Source: an optimization exercise on an open RTL-to-GDS flow (aim: small area, a short achievable clock period and few clock cycles per item). Production flows keep margins and buffers that such runs may drop.
Where RTL was checked, it was by simulation tests only, not by an equivalence proof against the original.
Only the layout flow was run in runs 2 and 3; the RTL was not checked for function there.
Power is estimated from default activity; no workload was simulated.

<file path="constraint.sdc">
create_clock -name core_clock -period 12.0 [get_ports {clk}]
set_input_delay 2.4000 -clock core_clock [delete_from_list [all_inputs] [get_ports {clk}]]
set_output_delay 2.4000 -clock core_clock [all_outputs]
set_load 0.01 [all_outputs]
</file>
<file path="run.sh">
#!/bin/bash
# synth_recipe.tcl (not shown) runs the flow's synth.tcl, then flattens the netlist and writes it again
# the make line also repeats each setting of config.mk as NAME=value (left out here)
make -C /OpenROAD-flow-scripts/flow DESIGN_CONFIG=/design/flow/config.mk WORK_HOME=/design/flow/orfs CLKGATE_MAP_FILE= SYNTH_SCRIPT=/design/flow/synth_recipe.tcl finish
</file>
<file path="config.mk">
export PLATFORM = sky130hd
export DESIGN_NAME = rgbe_cvt
export DESIGN_NICKNAME = rgbe_cvt
export VERILOG_FILES = /design/flow/design.v
export SDC_FILE = /design/flow/constraint.sdc
export NUM_CORES = 4
export LEC_CHECK = 0
export CAP_MARGIN = 20
export CORE_MARGIN = 2
export CORE_UTILIZATION = 40
export SLEW_MARGIN = 20
</file>
<file path="design.v">
module rgbe_dec_lane (
    input  wire [7:0]  m,
    input  wire [7:0]  e,
    output reg  [31:0] f
);
    reg [2:0]  k;           
    reg [8:0]  ke;          
    reg [30:0] norm;
    integer i;
    always @(*) begin
        k = 3'd0;
        for (i = 0; i < 8; i = i + 1)
            if (m[i]) k = i[2:0];
        ke   = {6'd0, k} + {1'b0, e};
        norm = {23'd0, m} << (5'd23 - {2'd0, k});
        if (e == 8'd0 || m == 8'd0)
            f = 32'd0;
        else if (ke >= 9'd10)                        
            f = {1'b0, ke[7:0] - 8'd9, norm[22:0]};
        else                                         
            f = {24'd0, m} << (e + 8'd13);
    end
endmodule
module rgbe_san (
    input  wire [31:0] x,
    output reg  [31:0] y
);
    always @(*) begin
        if (x[31])
            y = 32'd0;
        else if (x[30:23] == 8'hFF)
            y = (x[22:0] != 23'd0) ? 32'd0 : 32'h7F7FFFFF;
        else
            y = x;
    end
endmodule
module rgbe_enc_lane (
    input  wire [31:0] c,       
    input  wire [7:0]  bmax,    
    output reg  [7:0]  q
);
    reg [23:0] s;
    reg [8:0]  sh;
    reg [23:0] shifted;
    always @(*) begin
        s       = {1'b1, c[22:0]};
        sh      = 9'd16 + {1'b0, bmax} - {1'b0, c[30:23]};
        shifted = s >> sh;
        if (c[30:23] == 8'd0)
            q = 8'd0;
        else
            q = shifted[7:0];
    end
endmodule
module rgbe_cvt (
    input  wire        clk,
    input  wire        rst,
    input  wire        in_valid,
    output wire        in_ready,
    input  wire        in_op,
    input  wire [31:0] in_a,
    input  wire [31:0] in_b,
    input  wire [31:0] in_c,
    output reg         out_valid,
    input  wire        out_ready,
    output reg         out_op,
    output reg  [31:0] out_a,
    output reg  [31:0] out_b,
    output reg  [31:0] out_c
);
    wire adv = !out_valid || out_ready;
    assign in_ready = adv;
    reg        s1_valid;
    reg        s1_op;
    reg [31:0] s1_a, s1_b, s1_c;
    always @(posedge clk) begin
        if (rst)
            s1_valid <= 1'b0;
        else if (adv)
            s1_valid <= in_valid;
        if (adv && in_valid) begin
            s1_op <= in_op;
            s1_a  <= in_a;
            s1_b  <= in_b;
            s1_c  <= in_c;
        end
    end
    wire [31:0] dec_r, dec_g, dec_b;
    rgbe_dec_lane u_dec_r (.m(s1_a[7:0]),   .e(s1_a[31:24]), .f(dec_r));
    rgbe_dec_lane u_dec_g (.m(s1_a[15:8]),  .e(s1_a[31:24]), .f(dec_g));
    rgbe_dec_lane u_dec_b (.m(s1_a[23:16]), .e(s1_a[31:24]), .f(dec_b));
    wire [31:0] san_r, san_g, san_b;
    rgbe_san u_san_r (.x(s1_a), .y(san_r));
    rgbe_san u_san_g (.x(s1_b), .y(san_g));
    rgbe_san u_san_b (.x(s1_c), .y(san_b));
    wire [31:0] max_rg = (san_r >= san_g) ? san_r : san_g;
    wire [31:0] vmax   = (max_rg >= san_b) ? max_rg : san_b;
    wire        black  = vmax < 32'h0A4FB11F;
    wire [7:0] enc_r, enc_g, enc_b;
    rgbe_enc_lane u_enc_r (.c(san_r), .bmax(vmax[30:23]), .q(enc_r));
    rgbe_enc_lane u_enc_g (.c(san_g), .bmax(vmax[30:23]), .q(enc_g));
    rgbe_enc_lane u_enc_b (.c(san_b), .bmax(vmax[30:23]), .q(enc_b));
    wire [31:0] quad = black ? 32'd0
                             : {vmax[30:23] + 8'd2, enc_b, enc_g, enc_r};
    always @(posedge clk) begin
        if (rst)
            out_valid <= 1'b0;
        else if (adv)
            out_valid <= s1_valid;
        if (adv && s1_valid) begin
            out_op <= s1_op;
            if (s1_op) begin
                out_a <= quad;
                out_b <= 32'd0;
                out_c <= 32'd0;
            end else begin
                out_a <= dec_r;
                out_b <= dec_g;
                out_c <= dec_b;
            end
        end
    end
endmodule
</file>
==> metrics.md, run 1 <==
| Metric | Value |
|---|---|
| Post-Synthesis Cells | `~2.0k` |
| Worst Path Max Fanout | `31` |
| CTS H-tree depth | `4` |
| Die extent in x | `212 µm` |
| Routed WL | `~64000 µm` |
| Logic pwr share | `53.8%` |
| Final hold violations | `0` |
| Via count | `16.9k` |
| Clock Latency Late Sink | `0.51 ns` |
| 1st-iter DRT viols | `1362` |
| Final HPWL DP | `49400 µm` |
| Setup crit end kind | `flip-flop` |
| I/O Buffers | `199` |
| Total negative slack | `0 ns` |
| First-pass GRT wire length | `97000 µm` |
| Residual DRC | `0` |
| Post-route minimum period | `10.26 ns` |
| DP Area | `20100 µm²` |
| Internal cell power | `approximately 1.8 mW` |
| Leakage Power | `7.61 nW` |
| Register area | `5870 µm²` |
| Adder-Cell Fraction of Synth Area | `8.35%` |
| # setup viols final | `0` |
| Worst setup SP type | `flip-flop` |
| CP arrival | `~11 ns` |
| Hold Path Class | `reg -> reg` |
| Total track usage | `about 29%` |
| Hold Path Depth | `2` |
| Fin crit share | `85.5%` |
| Most frequent cells after synthesis | `nor2_1, edfxtp_1, nand2_1` |
| Initial antenna violation count | `0` |
| Vias per cell | `6.11` |
| Cell Area, Synth | `about 17000 µm²` |
| Max-slew violation count | `0` |
| Clock skew | `between 0.01 and 0.015 ns` |
| Main combinational cell family by area after synthesis | `compound AO/OA/AOI/OAI gates` |
| Flop pwr share | `27.0%` |
| Area leader, netlist | `edfxtp_1` |
| Post-CTS setup buffers | `0` |
| Post-route cell area | `between 20000 and 25000 µm²` |
| Final nets | `2375` |
| Chip Height | `212 µm` |
| Die Area | `45000 µm²` |
| Top post-synthesis cells by area | `edfxtp_1, ha_1, o21ai_0, mux2i_1, nor2_1` |
| Clock power frac | `a little under a fifth` |
| Antenna-violating nets left | `0` |
| Switching power | `1.37 mW` |
| Clock slew at reported path FFs | `0.08 ns` |
| Most frequent cell after synthesis | `nor2_1` |
| Layout cells sized above 1 | `under 10%` |
| Simple-gate share of the synthesized area | `~17%` |
| Post-synth top area share | `33.6%` |
| Yosys cell types | `87` |
| Ys flop type | `edfxtp_1` |
| Worst Tran Pin Value | `1.15 ns` |
| Yosys reg bits | `196` |
| Reg2reg path depth | `31` |
| Slowest CP cell | `fa_1` |
| Final Wtd Congestion | `between 1 and 1.5` |
| Layout filler cell count | `roughly 4.2k` |
| Syn. warnings | `4` |
| Crit-path max cell delay | `1.16 ns` |
| Post-synthesis compound-gate area fraction | `25.0%` |
| Largest net degree at the start of global routing | `73` |
| Synth Area per Inst | `8.64 µm²` |
| Post_cts resized | `0` |
| Maximum VDD drop | `0.121 mV` |
| Unrepaired setup endpoints after global routing | `no` |
| Relative slew slack | `roughly a quarter` |
| CTS tree | `yes` |
| Switching share of power | `43.5%` |
| Core ar. | `42900 µm²` |
| TritonCTS Buffers | `17` |
| DR WL/cell | `23.1 µm` |
| Critical path class | `reg -> reg` |
| Initial DRT Pass Iterations | `6` |
| Clock Sinks | `196` |
| # diodes | `0` |
| R2r setup slk | `1.74 ns` |
| Worst EP required | `12.26 ns` |
| Congestion Overflow GR | `0` |
| Xor/xnor share of the synthesized area | `under 10%` |
| F_max | `between 0.09 and 0.1 GHz` |
| MaxCap Viol Count | `0` |
| Vias in the first global route | `16.2k` |
| Sequential area share after synthesis | `33.9%` |
| # IOs | `200` |
| Async SR Flop Fraction | `0%` |
| Number of synthesized flops with an enable pin | `194` |
| Outcome | `timing/DRC/antenna clean` |
| Post-CTS Hold Buffers | `0` |
| Multi-input gate area | `10800 µm²` |
| Mux cell area share after synthesis | `under 10%` |
| Syn-to-layout area delta | `19.8%` |
| Pwr Density | `approximately 150 nW/µm²` |
| Longest Clk Path Bufs | `2` |
| Std cell rows | `76` |
| Initial Utilization | `40.4%` |
| Clk root buf | `clkbuf_16` |
-- registers in the layout, summed over array words and instances (netlist names), 32 cells and up --
signal	flops
out_a	32
out_b	32
out_c	32
s1_a	32
s1_b	32
s1_c	32
-- power by group through the flow --
stage,Sequential [mW],Clock (mW),Combinational [mW]
floorplan,0.857,0,1.16
global placement,0.865,0,1.65
detailed placement,0.866,0,1.66
CTS,0.850,0.622,1.67
global route,0.855,0.645,1.86
finish,0.851,0.603,1.70
-- cell families (layout without fill, tap and decap cells) --
kind of cell,after synthesis,after routing
adder cells (fa/ha/maj),112,112
AND/OR/NAND/NOR,623,623
flip-flops,196,196
other,1,8
AO/OA/AOI/OAI,680,680
multiplexers,123,123
XOR/XNOR,65,65
buffers and inverters,206,368
-- placed cells by master (no fill, tap or decap), types with 15 or more instances in the layout --
cell | synthesis | layout
nand2_1 | 191 | 191
a31oi_1 | 29 | 29
clkbuf_16 | 0 | 17
o22ai_1 | 49 | 48
clkdlybuf4s50_1 | 0 | 199
o21a_1 | 19 | 19
o211ai_1 | 25 | 25
a22oi_1 | 34 | 34
nand3_1 | 37 | 37
xnor2_1 | 42 | 38
a21oi_1 | 138 | 137
xor2_1 | 23 | 23
nor4_1 | 15 | 15
buf_4 | 2 | 66
o31ai_1 | 25 | 25
nor2b_1 | 23 | 23
edfxtp_1 | 194 | 194
nand4_1 | 24 | 24
mux2i_1 | 82 | 82
inv_1 | 62 | 62
a211oi_1 | 37 | 37
nand2b_1 | 16 | 16
o21ai_0 | 177 | 177
ha_1 | 106 | 106
nor2_1 | 201 | 198
o21ai_1 | 32 | 31
mux2_2 | 28 | 28
nor3_1 | 38 | 38
-- per-layer routing --
metal / up-vias / routed length (µm) / track usage [%]
li1: 7930 / - / -
met1: 8082 / 26500 / 36.0
met2: 707 / 30200 / 47.3
met3: 150 / 3670 / 4.17
met4: 0 / 3290 / 15.7
met5: - / 0 / 0
-- final cells by class --
class | count | area share [%]
Sequential cell | 196 | 28.3
Clock inverter | 15 | 0.922
Multi-Input combinational cell | 1611 | 51.9
Tap cell | 585 | 3.53
Inverter | 70 | 1.27
Timing Repair Buffer | 266 | 12.1
Clock buffer | 17 | 2.05
-- per-stage QoR --
stage               cells  util, %  power [mW]  worst slack (ns)  hold slack (ns)
floorplan            2013        -        2.01              2.41            0.427
global placement     2728     46.9        2.52              1.94            0.441
detailed placement   2728     46.9        2.53              1.94            0.461
CTS                  2760     48.4        3.14              1.91            0.473
global route         2760     48.4        3.36              1.23            0.501
finish               2760     48.4        3.15              1.74            0.467
-- worst paths after layout --
| path | to | startpoint |
|---|---|---|
| worst min register to register | out_valid | s1_valid |
| worst max-delay path | out_a[6] | s1_a[15] |
| worst min-delay path | out_valid | s1_valid |
| worst max register to register | out_a[6] | s1_a[15] |
-- critical path, delay by kind of cell (launching register included) --
family,cells,cell delay [ns]
and+or+nand+nor,6,1.90
muxes,2,0.73
DFF,1,0.37
adders and majority gates,3,1.71
AOI/OAI and AO/OA,15,4.03
buffers and inverters,5,1.24
Testbench counts, summed over its fixed seeds: cycles 32,016, items 32,000.
==> run 2: changes to the inputs <==
==> design.v (replaced) <==
module rgbe_dec_lane (
    input  wire [7:0]  m,
    input  wire [7:0]  e,
    output reg  [31:0] f
);
    reg [2:0]  k;           
    reg [7:0]  ex;          
    reg [6:0]  fr;          
    integer i;
    always @(*) begin
        k = 3'd0;
        for (i = 0; i < 8; i = i + 1)
            if (m[i]) k = i[2:0];
        ex = e + {5'd0, k} - 8'd9;
        fr = m[6:0] << (3'd7 - k);
        if (e == 8'd0 || m == 8'd0)
            f = 32'd0;
        else if ({1'b0, e} + {6'd0, k} >= 9'd10)     
            f = {1'b0, ex, fr, 16'd0};
        else                                         
            f = {24'd0, m} << (e[3:0] + 5'd13);
    end
endmodule
module rgbe_enc_pre (
    input  wire [31:0] x,
    output wire [7:0]  be,
    output wire [7:0]  top,
    output wire        tiny
);
    wire inf  = x[30:23] == 8'hFF;
    wire zero = x[31] || (inf && x[22:0] != 23'd0);
    assign be    = zero ? 8'd0 : (inf ? 8'hFE : x[30:23]);
    assign top   = inf ? 8'hFF : {1'b1, x[22:16]};
    assign tiny = zero || (x[30:0] < 31'h0A4FB11F);
endmodule
module rgbe_enc (
    input  wire [31:0] r,
    input  wire [31:0] g,
    input  wire [31:0] b,
    output wire [31:0] q
);
    wire [7:0] er, eg, eb, hr, hg, hb;
    wire       sr, sg, sb;
    rgbe_enc_pre u_pr (.x(r), .be(er), .top(hr), .tiny(sr));
    rgbe_enc_pre u_pg (.x(g), .be(eg), .top(hg), .tiny(sg));
    rgbe_enc_pre u_pb (.x(b), .be(eb), .top(hb), .tiny(sb));
    wire       rg = er >= eg;
    wire       rb = er >= eb;
    wire       gb = eg >= eb;
    wire [7:0] bm = (rg && rb) ? er : ((!rg && gb) ? eg : eb);
    function [7:0] lane(input [7:0] t, input [7:0] e, input [7:0] m);
        reg [7:0] d;
        begin
            d = m - e;
            if (e == 8'd0 || d[7:3] != 5'd0) lane = 8'd0;
            else                             lane = t >> d[2:0];
        end
    endfunction
    assign q = (sr && sg && sb) ? 32'd0
             : {bm + 8'd2, lane(hb, eb, bm), lane(hg, eg, bm), lane(hr, er, bm)};
endmodule
module rgbe_cvt (
    input  wire        clk,
    input  wire        rst,
    input  wire        in_valid,
    output wire        in_ready,
    input  wire        in_op,
    input  wire [31:0] in_a,
    input  wire [31:0] in_b,
    input  wire [31:0] in_c,
    output reg         out_valid,
    input  wire        out_ready,
    output reg         out_op,
    output wire [31:0] out_a,
    output wire [31:0] out_b,
    output wire [31:0] out_c
);
    wire adv = !out_valid || out_ready;
    assign in_ready = adv;
    wire [31:0] quad;
    rgbe_enc u_enc (.r(in_a), .g(in_b), .b(in_c), .q(quad));
    reg [31:0] d;
    always @(posedge clk) begin
        if (rst)
            out_valid <= 1'b0;
        else if (adv)
            out_valid <= in_valid;
        if (adv) begin
            out_op <= in_op;
            d      <= in_op ? quad : in_a;
        end
    end
    wire [31:0] dec_r, dec_g, dec_b;
    rgbe_dec_lane u_dec_r (.m(d[7:0]),   .e(d[31:24]), .f(dec_r));
    rgbe_dec_lane u_dec_g (.m(d[15:8]),  .e(d[31:24]), .f(dec_g));
    rgbe_dec_lane u_dec_b (.m(d[23:16]), .e(d[31:24]), .f(dec_b));
    assign out_a = out_op ? d : dec_r;
    assign out_b = out_op ? 32'd0 : dec_g;
    assign out_c = out_op ? 32'd0 : dec_b;
endmodule
==> metrics.md, run 2 <==
| Metric | Value |
|---|---|
| Outcome | `timing/DRC/antenna clean` |
| Slowest CP cell | `o22ai_1` |
| Unrepaired setup endpoints after global routing | `no` |
| DR WL/cell | `around 20 µm` |
| CP most frequent cell | `o21ai_0` |
| Synth Area per Inst | `between 6 and 7 µm²` |
| Setup ws final | `2.71 ns` |
| Syn-to-layout area delta | `23.8%` |
| Final hold violations | `0` |
| Crit-path max cell delay | `0.77 ns` |
| DP Area | `11400 µm²` |
| Total negative slack | `0 ns` |
| Sequential area share after synthesis | `10.9%` |
| # IOs | `200` |
| Yosys reg bits | `34` |
| Number of synthesized flops with an enable pin | `33` |
| Async SR Flop Fraction | `0%` |
| # setup viols final | `0` |
| Routed WL | `35600 µm` |
| Initial DRT Pass Iterations | `5` |
| Regs by FF count | `d x32, out_op x1, out_valid x1` |
| Largest net degree at the start of global routing | `44` |
| Core ar. | `roughly 23000 µm²` |
| Leakage Power | `4.60 nW` |
| Worst Tran Pin Value | `1.00 ns` |
| Top post-synthesis cells by area | `ha_1, edfxtp_1, a21oi_1, nor2_1, nand2_1` |
| Largest Register | `d` |
| Area leader, netlist | `ha_1` |
| Die Area | `24500 µm²` |
| Most frequent cell after synthesis | `nor2_1` |
| Vias in the first global route | `10.2k` |
| CTS H-tree depth | `2` |
| Clock Latency Late Sink | `0.28 ns` |
| Yosys cell types | `81` |
| First-pass GRT wire length | `about 55000 µm` |
| Std cell rows | `between 50 and 60` |
| F_max | `0.108 GHz` |
| Final nets | `between 1.5k and 2k` |
| Most common cell after layout, fill and taps aside | `clkdlybuf4s50_1` |
| Fin util | `between 50% and 60%` |
| Initial Utilization | `40.9%` |
| Syn. warnings | `3` |
| Flip-flop count of the largest register after layout | `32` |
| Worst Path Max Fanout | `14` |
| Post-route cell area | `11500 µm²` |
| Post-Synthesis Cells | `1349` |
| CP arrival | `between 9 and 10 ns` |
| Post-route minimum period | `between 9 and 10 ns` |
| Clk root buf | `clkbuf_16` |
| Ys flop type | `edfxtp_1` |
| Hold Path Class | `reg -> reg` |
| Worst EP required | `12.10 ns` |
| Worst path cell trace | `clkdlybuf4s50_1 > nor4_1 > nand3_1 > o22ai_1 > nand2_1 > ha_1 > a2111oi_2 > o31a_1 > or2_1 > mux2i_1 > ha_1 > nor2b_1 > o21ai_0 > a21boi_0 > o21ai_0 > and2_1 > o21ai_0 > a2111oi_4 > o21ai_2 > o32ai_1` |
| Max-slew violation count | `0` |
| CTS tree | `yes` |
| Fin crit share | `77.4%` |
| Post-CTS setup buffers | `0` |
| Die extent in x | `157 µm` |
| Vias per cell | `about 6` |
| Layout cells sized above 1 | `between 5 and 6%` |
| TritonCTS Buffers | `5` |
| Cell Area, Synth | `9310 µm²` |
| 1st-iter DRT viols | `980` |
| Antenna-violating nets left | `0` |
| MaxCap Viol Count | `0` |
| Most frequent cells after synthesis | `nor2_1, nand2_1, a21oi_1` |
| WHS | `a little under 0.9 ns` |
| Congestion Overflow GR | `0` |
| Critical path class | `in -> reg` |
| Clock Sinks | `34` |
| Pwr Density | `120 nW/µm²` |
| Maximum VDD drop | `0.0576 mV` |
| Via count | `10.8k` |
| Residual DRC | `0` |
| Clock slew at reported path FFs | `0.06 ns` |
| Dpl ws | `2.64 ns` |
| Setup crit end kind | `flip-flop` |
| Post-synth top area share | `11.2%` |
| # diodes | `0` |
| Longest Clk Path Bufs | `2` |
| Post-CTS Hold Buffers | `0` |
| Clock skew | `0.00890 ns` |
| Total track usage | `28.5%` |
| Most frequent cells in the layout | `clkdlybuf4s50_1, nor2_1, nand2_1` |
| Chip Height | `approximately 160 µm` |
| I/O Buffers | `about 190` |
| Worst setup SP type | `input pin` |
| Post_cts resized | `0` |
| Final HPWL DP | `28800 µm` |
| Initial antenna violation count | `1` |
| Relative slew slack | `33.1%` |
| Final Wtd Congestion | `0.996` |
run 2: cell count changes in the layout (fill, tap and decap cells not counted), sizes merged, moves of 44 or more:
cell / change
nor2: -57
o21ai: -116
nand2: -55
buf: -53
inv: +44
edfxtp: -161
run 2: metal layers:
metal	vias to the layer above	global-route usage, %	wire length (µm)
met5	-	0	12
met4	2	11.8	1520
met3	104	2.99	2610
met2	503	48.0	16600
met1	5047	37.0	14900
li1	5176	-	-
run 2: layout make-up:
class / instances / area, µm²
multi-input cells: 1112 / 7530
flip-flops and latches: 34 / 1010
clock buffers: 5 / 125
well taps: 313 / 392
inverters: 116 / 435
repair buffers: 205 / 2020
fillers: 2314 / 11200
clock inverters: 3 / 21.3
run 2: cells by family (layout without fill, tap and decap cells):
| kind of cell | Yosys count | in the layout | share of synthesized area [%] |
|---|---|---|---|
| AOI/OAI and AO/OA | 423 | 423 | 30.3 |
| xor gates and xnor gates | 35 | 35 | 3.29 |
| adders and majority gates | 91 | 91 | 12.9 |
| buffers and inverters | 210 | 329 | 8.99 |
| DFF | 34 | 34 | 10.9 |
| muxes | 67 | 67 | 8.89 |
| other | 1 | 8 | 0.0403 |
| and+or+nand+nor | 488 | 488 | 24.8 |
run 2: worst paths after layout:
kind	startpoint	endpoint	slack, ns	depth (start not counted)
max reg2reg	out_valid	d[31]	10.87	2
max	in_b[19]	d[4]	2.71	20
min reg2reg	out_valid	out_valid	0.86	3
min	out_valid	out_valid	0.86	3
run 2: metrics by stage:
| stage | power (mW) | cells |
|---|---|---|
| finish | 1.38 | 1788 |
| global route | 1.49 | 1788 |
| CTS | 1.37 | 1788 |
| detailed placement | 1.24 | 1780 |
| global placement | 1.24 | 1780 |
| floorplan | 0.889 | 1356 |
run 2: power by group:
group / switching (mW) / internal [mW] / leakage [nW]
Sequential: 0.0379 / 0.146 / 0.371
Clock: 0.0483 / 0.0767 / 0.0698
Combinational: 0.638 / 0.438 / 4.16
run 2: critical path: cells and delay by family:
kind	cells	cell delay, ns
adders and majority gates	2	0.67
AOI/OAI and AO/OA	10	3.22
and+or+nand+nor	6	1.84
buffers and inverters	1	0.50
muxes	1	0.75
==> run 3: changes to the inputs <==
--- a/design.v
+++ b/design.v
@@ -1,25 +1,21 @@
 module rgbe_dec_lane (
     input  wire [7:0]  m,
     input  wire [7:0]  e,
-    output reg  [31:0] f
+    output wire [31:0] f
 );
-    reg [2:0]  k;           
-    reg [7:0]  ex;          
-    reg [6:0]  fr;          
+    reg [2:0] lz;
     integer i;
     always @(*) begin
-        k = 3'd0;
+        lz = 3'd0;
         for (i = 0; i < 8; i = i + 1)
-            if (m[i]) k = i[2:0];
-        ex = e + {5'd0, k} - 8'd9;
-        fr = m[6:0] << (3'd7 - k);
-        if (e == 8'd0 || m == 8'd0)
-            f = 32'd0;
-        else if ({1'b0, e} + {6'd0, k} >= 9'd10)     
-            f = {1'b0, ex, fr, 16'd0};
-        else                                         
-            f = {24'd0, m} << (e[3:0] + 5'd13);
+            if (m[i]) lz = 3'd7 - i[2:0];
     end
+    wire [8:0]  t    = {1'b0, e} - {5'd0, {1'b0, lz} + 4'd2};
+    wire        sub  = t[8] || t == 9'd0;
+    wire [3:0]  s    = sub ? e[3:0] - 4'd1 : {1'b0, lz} + 4'd2;
+    wire [17:0] sh   = {10'd0, m} << s;
+    wire        zero = e == 8'd0 || m == 8'd0;
+    assign f = zero ? 32'd0 : {1'b0, sub ? 8'd0 : t[7:0], sh[8:0], 14'd0};
 endmodule
 module rgbe_enc_pre (
     input  wire [31:0] x,
@@ -29,9 +25,18 @@
 );
     wire inf  = x[30:23] == 8'hFF;
     wire zero = x[31] || (inf && x[22:0] != 23'd0);
-    assign be    = zero ? 8'd0 : (inf ? 8'hFE : x[30:23]);
-    assign top   = inf ? 8'hFF : {1'b1, x[22:16]};
-    assign tiny = zero || (x[30:0] < 31'h0A4FB11F);
+    assign be    = zero ? 8'd0 : {x[30:24], x[23] & !inf};
+    assign top   = {1'b1, x[22:16] | {7{inf}}};
+    assign tiny  = zero || (x[30:0] < 31'h0A4FB11F);
+endmodule
+module rgbe_enc_lane (
+    input  wire [7:0] t,
+    input  wire [7:0] e,
+    input  wire [7:0] bm,
+    output wire [7:0] q
+);
+    wire [7:0] d = bm - e;
+    assign q = (e == 8'd0 || d[7:3] != 5'd0) ? 8'd0 : t >> d[2:0];
 endmodule
 module rgbe_enc (
     input  wire [31:0] r,
@@ -44,20 +49,13 @@
     rgbe_enc_pre u_pr (.x(r), .be(er), .top(hr), .tiny(sr));
     rgbe_enc_pre u_pg (.x(g), .be(eg), .top(hg), .tiny(sg));
     rgbe_enc_pre u_pb (.x(b), .be(eb), .top(hb), .tiny(sb));
-    wire       rg = er >= eg;
-    wire       rb = er >= eb;
-    wire       gb = eg >= eb;
-    wire [7:0] bm = (rg && rb) ? er : ((!rg && gb) ? eg : eb);
-    function [7:0] lane(input [7:0] t, input [7:0] e, input [7:0] m);
-        reg [7:0] d;
-        begin
-            d = m - e;
-            if (e == 8'd0 || d[7:3] != 5'd0) lane = 8'd0;
-            else                             lane = t >> d[2:0];
-        end
-    endfunction
-    assign q = (sr && sg && sb) ? 32'd0
-             : {bm + 8'd2, lane(hb, eb, bm), lane(hg, eg, bm), lane(hr, er, bm)};
+    wire [7:0] mrg = (er >= eg) ? er : eg;
+    wire [7:0] bm  = (mrg >= eb) ? mrg : eb;
+    wire [7:0] qr, qg, qb;
+    rgbe_enc_lane u_lr (.t(hr), .e(er), .bm(bm), .q(qr));
+    rgbe_enc_lane u_lg (.t(hg), .e(eg), .bm(bm), .q(qg));
+    rgbe_enc_lane u_lb (.t(hb), .e(eb), .bm(bm), .q(qb));
+    assign q = (sr && sg && sb) ? 32'd0 : {bm + 8'd2, qb, qg, qr};
 endmodule
 module rgbe_cvt (
     input  wire        clk,
==> metrics.md, run 3 <==
| Metric | Value |
|---|---|
| Outcome | `timing/DRC/antenna clean` |
| Clk root buf | `clkbuf_16` |
| Flop pwr share | `roughly 15%` |
| RR Startpoint | `out_valid` |
| Logic pwr share | `between 70 and 80%` |
| Vias per cell | `~5.7` |
| Initial antenna violation count | `0` |
| R2r setup slk | `10.89 ns` |
| Adder-Cell Fraction of Synth Area | `11.3%` |
| Largest Register | `d` |
| Clock slew at reported path FFs | `0.05 ns` |
| Layout cells sized above 1 | `about 5.8%` |
| Syn. warnings | `2` |
| First-pass GRT wire length | `35500 µm` |
| Multi-input gate area | `~5600 µm²` |
| Register area | `1010 µm²` |
| Most frequent cells in the layout | `clkdlybuf4s50_1, nand2_1, nor2_1` |
| Most frequent cell after synthesis | `nand2_1` |
| Worst Path Max Fanout | `19` |
| Max-slew violation count | `0` |
| Worst EP required | `about 12 ns` |
| Final Wtd Congestion | `0.987` |
| Most frequent cells after synthesis | `nand2_1, nor2_1, inv_1` |
| Number of synthesized flops with an enable pin | `33` |
| Dpl ws | `1.32 ns` |
| Layout filler cell count | `1751` |
| Core ar. | `around 17000 µm²` |
| Clock Sinks | `34` |
| Fin util | `52.2%` |
| Crit-path max cell delay | `0.62 ns` |
| Post-route minimum period | `10.54 ns` |
| Critical R2R Capture | `d[30]` |
| Residual DRC | `0` |
| Async SR Flop Fraction | `0%` |
| Slowest CP cell | `o22ai_2` |
| Setup ws final | `roughly 1.5 ns` |
| Main combinational cell family by area after synthesis | `simple AND/OR/NAND/NOR gates` |
| Clock power frac | `between 10% and 20%` |
| Top post-synthesis cells by area | `edfxtp_1, ha_1, nand2_1, nor2_1, mux2i_1` |
| Reg2reg path depth | `2` |
| Leakage Power | `3.67 nW` |
| # IOs | `200` |
| TritonCTS Buffers | `5` |
| CTS tree | `yes` |
| Final nets | `1256` |
| Cells after DPL | `1312` |
| Post-Synthesis Cells | `950` |
| F_max | `0.0949 GHz` |
| Worst Tran Pin Value | `1.03 ns` |
| Flip-flop count of the largest register after layout | `32` |
| Final HPWL DP | `19000 µm` |
| Simple-gate share of the synthesized area | `25.4%` |
| I/O Buffers | `169` |
| Critical path class | `in -> reg` |
| CP endpoint | `d[20]` |
| # diodes | `0` |
| Relative slew slack | `30.9%` |
| Unrepaired setup endpoints after global routing | `no` |
| Congestion Overflow GR | `0` |
| Routed WL | `22900 µm` |
| Hold Path Class | `reg -> reg` |
| Final cell count without fillers | `1320` |
| Maximum VDD drop | `0.0659 mV` |
| Total negative slack | `0 ns` |
| Initial DRT Pass Iterations | `4` |
| Pwr Density | `134 nW/µm²` |
| Regs by FF count | `d x32, out_op x1, out_valid x1` |
| Design Power | `1.22 mW` |
| Most common cell after layout, fill and taps aside | `clkdlybuf4s50_1` |
| Final hold violations | `0` |
| Sequential area share after synthesis | `roughly 14%` |
| Post-synthesis compound-gate area fraction | `24.1%` |
| Yosys reg bits | `34` |
| MaxCap Viol Count | `0` |
| Switching share of power | `45.7%` |
| Initial Utilization | `41.2%` |
| # setup viols final | `0` |
| CTS H-tree depth | `2` |
| CP arrival | `10.62 ns` |
| DR WL/cell | `17.3 µm` |
| Syn-to-layout area delta | `26.8%` |
| Fin crit share | `87.8%` |
| Total track usage | `between 20% and 30%` |
| Worst setup SP type | `input pin` |
| Post-CTS setup buffers | `0` |
| Setup crit end kind | `flip-flop` |
| Largest net degree at the start of global routing | `39` |
| Critical Path Source | `in_b[9]` |
| Area leader, netlist | `edfxtp_1` |
| Antenna-violating nets left | `0` |
| Post-CTS Hold Buffers | `0` |
| Mux cell area share after synthesis | `approximately 11%` |
| Longest Clk Path Bufs | `2` |
| Vias in the first global route | `6825` |
| Yosys cell types | `80` |
| Std cell rows | `48` |
| Switching power | `0.557 mW` |
| Xor/xnor share of the synthesized area | `4.90%` |
| Via count | `7536` |
| Clock skew | `0.00150 ns` |
| Ys flop type | `edfxtp_1` |
| Clock Latency Late Sink | `0.28 ns` |
| Post-synth top area share | `13.9%` |
| Chip Height | `138 µm` |
| Synth Area per Inst | `around 7.5 µm²` |
| Internal cell power | `0.661 mW` |
| Die Area | `between 15000 and 20000 µm²` |
| Cell Area, Synth | `7150 µm²` |
| Post_cts resized | `0` |
| HP Start | `out_valid` |
| 1st-iter DRT viols | `539` |
| Die extent in x | `138 µm` |
run 3: worst max-delay path, delay by kind of cell:
family,cells,cell delay (ns)
AOI/OAI and AO/OA,16,3.95
and+or+nand+nor,9,2.38
adders and majority gates,3,1.06
buffers and inverters,4,0.77
muxes,1,0.06
run 3: area by class of cell:
type | instances | share of cell area, %
multi-input cells | 804 | 61.7
repair buffers | 174 | 19.1
flip-flops and latches | 34 | 11.2
inverters | 75 | 3.11
well taps | 225 | 3.11
clock buffers | 6 | 1.42
clock inverters | 2 | 0.414
run 3: logic make-up (layout without fill, tap and decap cells):
family | Yosys count | count (layout)
flops | 34 | 34
xor+xnor | 40 | 40
other cells | 1 | 30
simple gates | 364 | 364
fa+ha+maj | 61 | 61
mux | 61 | 61
buf+inv | 141 | 257
compound gates | 248 | 248
run 3: layer usage:
metal,GRT usage (%),routed length (µm),vias up
met5,0,0,-
met4,7.73,626,0
met3,1.14,1200,48
met2,40.2,10900,271
met1,31.7,10100,3466
li1,-,-,3751
run 3: worst min path at each step:
stage	depth (start not counted)	end	slack, ns
detailed placement	3	out_valid	0.85
global placement	3	out_valid	0.86
global route	2	d[16]	0.92
floorplan	2	out_valid	1.38
finish	3	out_valid	0.85
CTS	3	out_valid	0.87
run 3: power groups by stage:
stage	Clock (mW)	Combinational [mW]	Sequential, mW
final	0.145	0.891	0.182
after global routing	0.149	0.983	0.184
after CTS	0.146	0.887	0.181
after detailed placement	0	0.883	0.183
after global placement	0	0.882	0.184
after floorplan	0	0.636	0.163
run 3: through the flow:
step                      area [µm²]  hold slack [ns]
after floorplan                 7260             1.38
after global routing            9060            0.921
after detailed placement        8900            0.849
final                           9060            0.852
after global placement          8900            0.855
after CTS                       9060            0.872

==> what the ideal ports hide <==
How much do the figures lean on ideal ports? The routed layouts below were timed once more, with nothing changed but the port constraints.
Step 1: set_driving_cell puts a clkbuf_16 on clk and a buf_2 on each other input, an assumption about the parent block.
Step 2, shift: input delay + t, output delay - t, t = (earliest + latest rising clock arrival at the registers) / 2. This alone moves slack from input paths to output paths.
Slacks: no drivers / after step 1 / after step 2; pairs: no drivers / after step 1.
| run | t (ns) | setup slack, ns | clock arrival spread, ns | slew at the worst register clock pin (ns) | cell pins on the clock port's net |
|---|---|---|---|---|---|
| run 1 | 0.560 | 1.745 / 1.745 / 1.745 | 0.015 / 0.015 | 0.09 / 0.09 | 1 |
| run 2 | 0.319 | 2.708 / 2.722 / 2.403 | 0.010 / 0.010 | 0.06 / 0.06 | 1 |
| run 3 | 0.312 | 1.463 / 1.477 / 1.165 | 0.003 / 0.003 | 0.05 / 0.05 | 1 |
After both steps setup and hold are still met in every run listed. The setup slack of run 2, which loses most, moves by +0.014 ns with the drivers and by -0.305 ns with both steps.
